From an optimization exercise on the open Yosys and OpenROAD flow, aimed at small area; shortcuts taken in it are not production practice. Function was checked by simulation only, so behaviour that the tests miss may differ from the original. Power figures rest on the tool's default switching activity, not on a simulated workload.

==> inputs of job 5832 <==
==> flow/design.v (excerpt) <==
module bcd_clock_core (
    input  wire        clk,
    input  wire        rst,         
    input  wire        cmd_valid,
    input  wire [31:0] cmd,
    input  wire [31:0] now,
    output wire        cmd_ready,
    output wire        bus_req,
    output wire        bus_we,
    output wire [7:0]  bus_addr,
    output wire [7:0]  bus_wdata,
    input  wire        bus_done,
    input  wire [7:0]  bus_rdata,
    input  wire        bus_err,
    output wire [3:0]  led_hour,
    output wire [5:0]  led_min,
    output wire [15:0] pwm,
    output wire [15:0] result,
    output wire [7:0]  status
);
export LEC_CHECK = 0
export ABC_AREA = 1
export CAP_MARGIN = 20
export CORE_MARGIN = 2
export CORE_UTILIZATION = 70
export PLACE_DENSITY = 0.85
export SLEW_MARGIN = 20
create_clock -name core_clock -period 20.0 [get_ports {clk}]
standard.sh (not shown) runs the stock make flow with config.mk's settings and CLKGATE_MAP_FILE= SYNTH_SCRIPT=/design/flow/synth_recipe.tcl, a recipe that flattens the netlist after the stock synthesis.
==> flow/flow/run.sh <==
#!/bin/bash
set -euo pipefail
cd "$(dirname "$0")/.."
W=$PWD
R=$W/orfs/results/$FLOW_PLATFORM/bcd_clock_core/base
LIB=$FLOW_HOME/platforms/$FLOW_PLATFORM/lib/sky130_fd_sc_hd__tt_025C_1v80.lib
bash standard.sh synth > synth.log 2>&1
cp $R/1_2_yosys.v $W/1_2_yosys_standard.v
best=""
best_area=""
pids=()
for s in 1 2 3 4; do
  mkdir -p $W/reabc_$s
  printf 'strash\n&get -n\n&deepsyn -T 60 -S %s\n&dch -f\n&nf -R 1000\n&put\n' $s > $W/reabc_$s/abc.script
  ( cd $W/reabc_$s && REABC_LIB=$LIB REABC_IN=$W/1_2_yosys_standard.v REABC_OUT=$W/reabc_$s/out.v \
      REABC_SCRIPT=$W/reabc_$s/abc.script REABC_STAT=$W/reabc_$s/stat.txt \
      yosys -c $W/flow/reabc.tcl > $W/reabc_$s.log 2>&1 ) &
  pids+=($!)
done
for p in "${pids[@]}"; do wait $p || true; done
for s in 1 2 3 4; do
  a=$(grep "Chip area" $W/reabc_$s/stat.txt 2>/dev/null | awk '{print $NF}' || true)
  [[ -n "$a" && -s $W/reabc_$s/out.v ]] || continue
  if [[ -z "$best" ]] || awk -v a=$a -v b=$best_area 'BEGIN{exit !(a<b)}'; then best=$s; best_area=$a; fi
done
echo "re-mapped netlist: seed $best, area $best_area" > reabc_choice.log
if [[ -n "$best" ]]; then
  cp $W/reabc_$best/out.v $R/1_2_yosys.v
  rm -f $R/1_synth.odb $R/1_synth.sdc
fi
bash standard.sh BUFFER_PORTS_ARGS="-buffer_cell sky130_fd_sc_hd__buf_1" \
  CTS_ARGS="-sink_clustering_enable -repair_clock_nets -buf_list sky130_fd_sc_hd__clkbuf_8 -dont_use_dummy_load" \
  finish > layout.log 2>&1
==> flow/flow/reabc.tcl <==
# Re-map the combinational logic of the standard synthesis netlist with a
# stronger ABC script. Flip-flops are kept as they are (same instances, names
# and cell types); only the gates between them are re-optimised.
set lib $::env(REABC_LIB)
yosys read_liberty -ignore_miss_func $lib
yosys blackbox sky130_fd_sc_hd__*df* sky130_fd_sc_hd__*dl*
yosys read_verilog $::env(REABC_IN)
yosys hierarchy -top $::env(FLOW_TOP)
yosys flatten
yosys rename -hide w:* x:* %d
yosys opt_clean -purge
yosys opt -purge
yosys abc -script $::env(REABC_SCRIPT) -liberty $lib -dont_use *lpflow* -dont_use *probe*
yosys splitnets
yosys opt_clean -purge
yosys hilomap -hicell sky130_fd_sc_hd__conb_1 HI -locell sky130_fd_sc_hd__conb_1 LO
yosys opt_clean -purge
yosys tee -o $::env(REABC_STAT) stat -liberty $lib
yosys write_verilog -noattr -noexpr -nohex -nodec $::env(REABC_OUT)
==> job 2712 (differences from job 5832) <==
--- a/flow/config.mk
+++ b/flow/config.mk
@@ -10,4 +10,4 @@
 export CORE_MARGIN = 2
-export CORE_UTILIZATION = 70
-export PLACE_DENSITY = 0.85
+export CORE_UTILIZATION = 40
+export CTS_BUF_LIST = sky130_fd_sc_hd__clkbuf_8
 export SLEW_MARGIN = 20
==> comparison table <==
quantity                                                                   job 5832                  job 2712
Result of the run                                                    finished clean            finished clean
Multi-input gate area in the final layout                                 2840 um^2                 2850 um^2
Wire length after detailed routing                                         15400 um                  15500 um
Met2 track demand over resource                                               0.606                     0.323
Net switching power figure                                                   102 uW                   99.5 uW
Floorplan core area                                                       7330 um^2                13100 um^2
Area enclosed by the die boundary                                         8350 um^2                14300 um^2
Worst-case hold slack                                                      0.456 ns                  0.474 ns
Clock Pin Slew Worst Setup and Hold Paths                                   0.11 ns                   0.09 ns
Final WS setup                                                             11.34 ns                  11.33 ns
Via count of the first global-routing pass                                     5083                      4768
Maximum clock rate                                                          116 MHz                   115 MHz
Part of the cycle the worst path needs                                        0.433                     0.434
First-pass GRT wire length                                                 24600 um                  24500 um
Routed wl met2                                                              7140 um                   6730 um
Final weighted congestion in routability-driven placement                     0.976                     0.961
Cell area after layout                                                    6080 um^2                 6180 um^2
Die Y                                                                       91.4 um                    120 um
Met1 GRT Util                                                                 0.499                     0.309
Horizontal die dimension                                                    91.4 um                    120 um
Power consumed by the clock network                                          104 uW                    103 uW
Clock network fraction of total power                                         0.287                     0.284
Hold path startpoint                                       result_r[3]$_SDFFE_PP0P_  result_r[2]$_SDFFE_PP0P_
Switching share of power                                                      0.279                     0.275
Placement Setup Slack                                                      11.36 ns                  11.33 ns

========
==> v4: inputs <==
Another version of the RTL of bcd_clock_core (not shown whole).
## bcd_clock_core
module bcd_clock_core (
    input  wire        clk,
    input  wire        rst,         
    input  wire        cmd_valid,
    input  wire [31:0] cmd,
    input  wire [31:0] now,
    output wire        cmd_ready,
    output wire        bus_req,
    output wire        bus_we,
    output wire [7:0]  bus_addr,
    output wire [7:0]  bus_wdata,
    input  wire        bus_done,
    input  wire [7:0]  bus_rdata,
    input  wire        bus_err,
    output wire [3:0]  led_hour,
    output wire [5:0]  led_min,
    output wire [15:0] pwm,
    output wire [15:0] result,
    output wire [7:0]  status
);
export LEC_CHECK = 0
export ABC_AREA = 1
export CAP_MARGIN = 20
export CORE_MARGIN = 2
export CORE_UTILIZATION = 40
export SLEW_MARGIN = 20
create_clock -name core_clock -period 20.0 [get_ports {clk}]
run.sh (not shown) runs the stock make flow with config.mk's settings and CLKGATE_MAP_FILE= SYNTH_SCRIPT=/design/flow/synth_recipe.tcl, a recipe that flattens the netlist after the stock synthesis.
Stock flow here: none of the scripts above is used.
==> inputs of v17, as changes to v4 <==
--- a/flow/design.v
+++ b/flow/design.v
@@ -326,32 +326,29 @@
             4'h7:                   legal = rsv0 && (sel != 2'd3) && ab0 && c0;
             4'h8, 4'h9, 4'hA,
             4'hB, 4'hD:             legal = rsv0 && (sel == 2'd0) && ab0 && c0;
             4'hC:                   legal = rsv0 && (sel == 2'd0);
             default:                legal = 1'b0;
         endcase
     end
     reg [7:0] dlo;
-    reg       bw, z0, z1;
+    reg       bw, hz;
     integer   k;
     always @(*) begin
         bw = 1'b0;
         for (k = 0; k < 8; k = k + 1) begin
             dlo[k] = now[k] ^ last_ts[k] ^ bw;
             bw = (!now[k] & last_ts[k]) | (bw & !(now[k] ^ last_ts[k]));
         end
-        z0 = !bw;        
-        z1 = bw;         
-        for (k = 8; k < 32; k = k + 1) begin
-            {z0, z1} = {(now[k] ~^ last_ts[k]) ? z0 : (z1 & now[k]),
-                        (now[k] ^ last_ts[k]) & z1 & !now[k]};
-        end
+        hz = ((now[8] ~^ last_ts[8]) == !bw);
+        for (k = 9; k < 32; k = k + 1)
+            hz = hz & ((now[k] ~^ last_ts[k]) == (now[k-1] | !last_ts[k-1]));
     end
-    wire accept = !last_valid || !(z0 || z1) || gt8(dlo, 8'd200);
+    wire accept = !last_valid || !hz || gt8(dlo, 8'd200);
     wire c_big = gt8(fc, 8'd59);
     wire b_big = gt8(fb, 8'd59);
     wire [7:0] dec_in   = idle ? fc : bus_rdata;
     wire       dec_hour = idle ? (sel == 2'd0) : (addr == 2'd2);
     wire [6:0] dec_v    = dec_tab({dec_hour ? 1'b0 : dec_in[6], dec_in[5:0]});
     wire       dec_big  = gt8({1'b0, dec_v}, 8'd59);
     wire [10:0] dst   = (state == S_DIV_RES) ? result_r : pwm_r;
     wire [7:0]  r2    = {sr, sa, dst[10]};
==> flow/flow/run.sh (new file) <==
#!/bin/bash
set -euo pipefail
cd "$(dirname "$0")/.."
W=$PWD
R=$W/orfs/results/$FLOW_PLATFORM/bcd_clock_core/base
bash standard.sh synth > synth.log 2>&1
cp $R/1_2_yosys.v $W/1_2_yosys_standard.v
REABC_LIB=$FLOW_HOME/platforms/$FLOW_PLATFORM/lib/sky130_fd_sc_hd__tt_025C_1v80.lib \
REABC_IN=$W/1_2_yosys_standard.v REABC_OUT=$R/1_2_yosys.v \
REABC_SCRIPT=$W/flow/abc.script REABC_STAT=$W/reabc_stat.txt \
  yosys -c $W/flow/reabc.tcl > reabc.log 2>&1
rm -f $R/1_synth.odb $R/1_synth.sdc
bash standard.sh BUFFER_PORTS_ARGS="-buffer_cell sky130_fd_sc_hd__buf_1" finish > layout.log 2>&1
==> flow/flow/abc.script (new file) <==
strash
&get -n
&deepsyn -T 30
&dch -f
&nf -R 1000
&put
==> flow/flow/reabc.tcl (new file) <==
# Re-map the combinational logic of the standard synthesis netlist with a
# stronger ABC script. Flip-flops are kept as they are (same instances, names
# and cell types); only the gates between them are re-optimised.
set lib $::env(REABC_LIB)
yosys read_liberty -ignore_miss_func $lib
yosys blackbox sky130_fd_sc_hd__*df* sky130_fd_sc_hd__*dl*
yosys read_verilog $::env(REABC_IN)
yosys hierarchy -top $::env(FLOW_TOP)
yosys flatten
yosys rename -hide w:* x:* %d
yosys opt_clean -purge
yosys opt -purge
yosys abc -script $::env(REABC_SCRIPT) -liberty $lib -dont_use *lpflow* -dont_use *probe*
yosys splitnets
yosys opt_clean -purge
yosys hilomap -hicell sky130_fd_sc_hd__conb_1 HI -locell sky130_fd_sc_hd__conb_1 LO
yosys opt_clean -purge
yosys tee -o $::env(REABC_STAT) stat -liberty $lib
yosys write_verilog -noattr -noexpr -nohex -nodec $::env(REABC_OUT)
==> flow/standard.sh (new file) <==
#!/bin/bash
# synth_recipe.tcl (not shown) runs the flow's synth.tcl, then flattens the netlist and writes it again
# the make line also repeats each setting of config.mk as NAME=value (left out here)
make -C /OpenROAD-flow-scripts/flow DESIGN_CONFIG=/design/flow/config.mk WORK_HOME=/design/flow/orfs CLKGATE_MAP_FILE= SYNTH_SCRIPT=/design/flow/synth_recipe.tcl "${@:-finish}"
CTS_BUF_LIST = sky130_fd_sc_hd__clkbuf_8   (was not set)
removed: flow/run.sh
==> comparison table <==
                                                                         v4                              v17
Outcome                                                      finished clean                   finished clean
Vias per std cell                                                      5.09                             5.84
Worst path slowest cell                          sky130_fd_sc_hd__a2111oi_0           sky130_fd_sc_hd__buf_4
Multi-input gate share of total cell area                             0.447                            0.488
Cell leakage power                                                  3.99 nW                          2.30 nW
Power consumed by the clock network                                0.168 mW                         0.132 mW
Part of the power in combinational logic                              0.572                            0.520
Vias in the first global route                                         6751                             5481
Layout Cell Area excl Fill                                     0.00900 mm^2                     0.00678 mm^2
Endpoint kind of the worst setup timing path                           flop                   primary output
Clock network contribution to total cell area                        0.0304                           0.0280
Setup Crit Path Kind                                  primary input to flop  primary input to primary output
Most repeated library cell on the critical path    sky130_fd_sc_hd__nand2_1           sky130_fd_sc_hd__buf_1
Detailed Route Iter0 Violations                                         546                              558

## port drivers added, routing unchanged
The flow's constraints put no driver on any port. The routed layouts listed below were extracted and timed again, unchanged, in two steps. Step 1, drivers: a clkbuf_16 drives clk and a buf_2 each remaining input, both assumed. Step 2 moves the port delays by t, midway between the first and last clock arrival at a register: inputs arrive t later, outputs are due t later. That takes back most of the time a late clock gives input paths. Three values: no drivers, after step 1, after step 2; two values: the first two.
| run | shift t [ns] | setup slack, ns | worst data-port slew with drivers (ns) |
|---|---|---|---|
| job 5832 | 0.400 | 11.344 / 11.324 / 11.324 | 0.04 |
| job 2712 | 0.407 | 11.326 / 11.303 / 11.303 | 0.04 |
| v4 | 0.400 | 9.809 / 9.832 / 9.432 | 0.06 |
| v17 | 0.424 | 11.413 / 11.394 / 11.394 | 0.04 |
After both steps every run listed still meets setup and hold. For v4, which loses most, drivers alone change the setup slack by +0.023 ns; drivers and shift together by -0.377 ns.
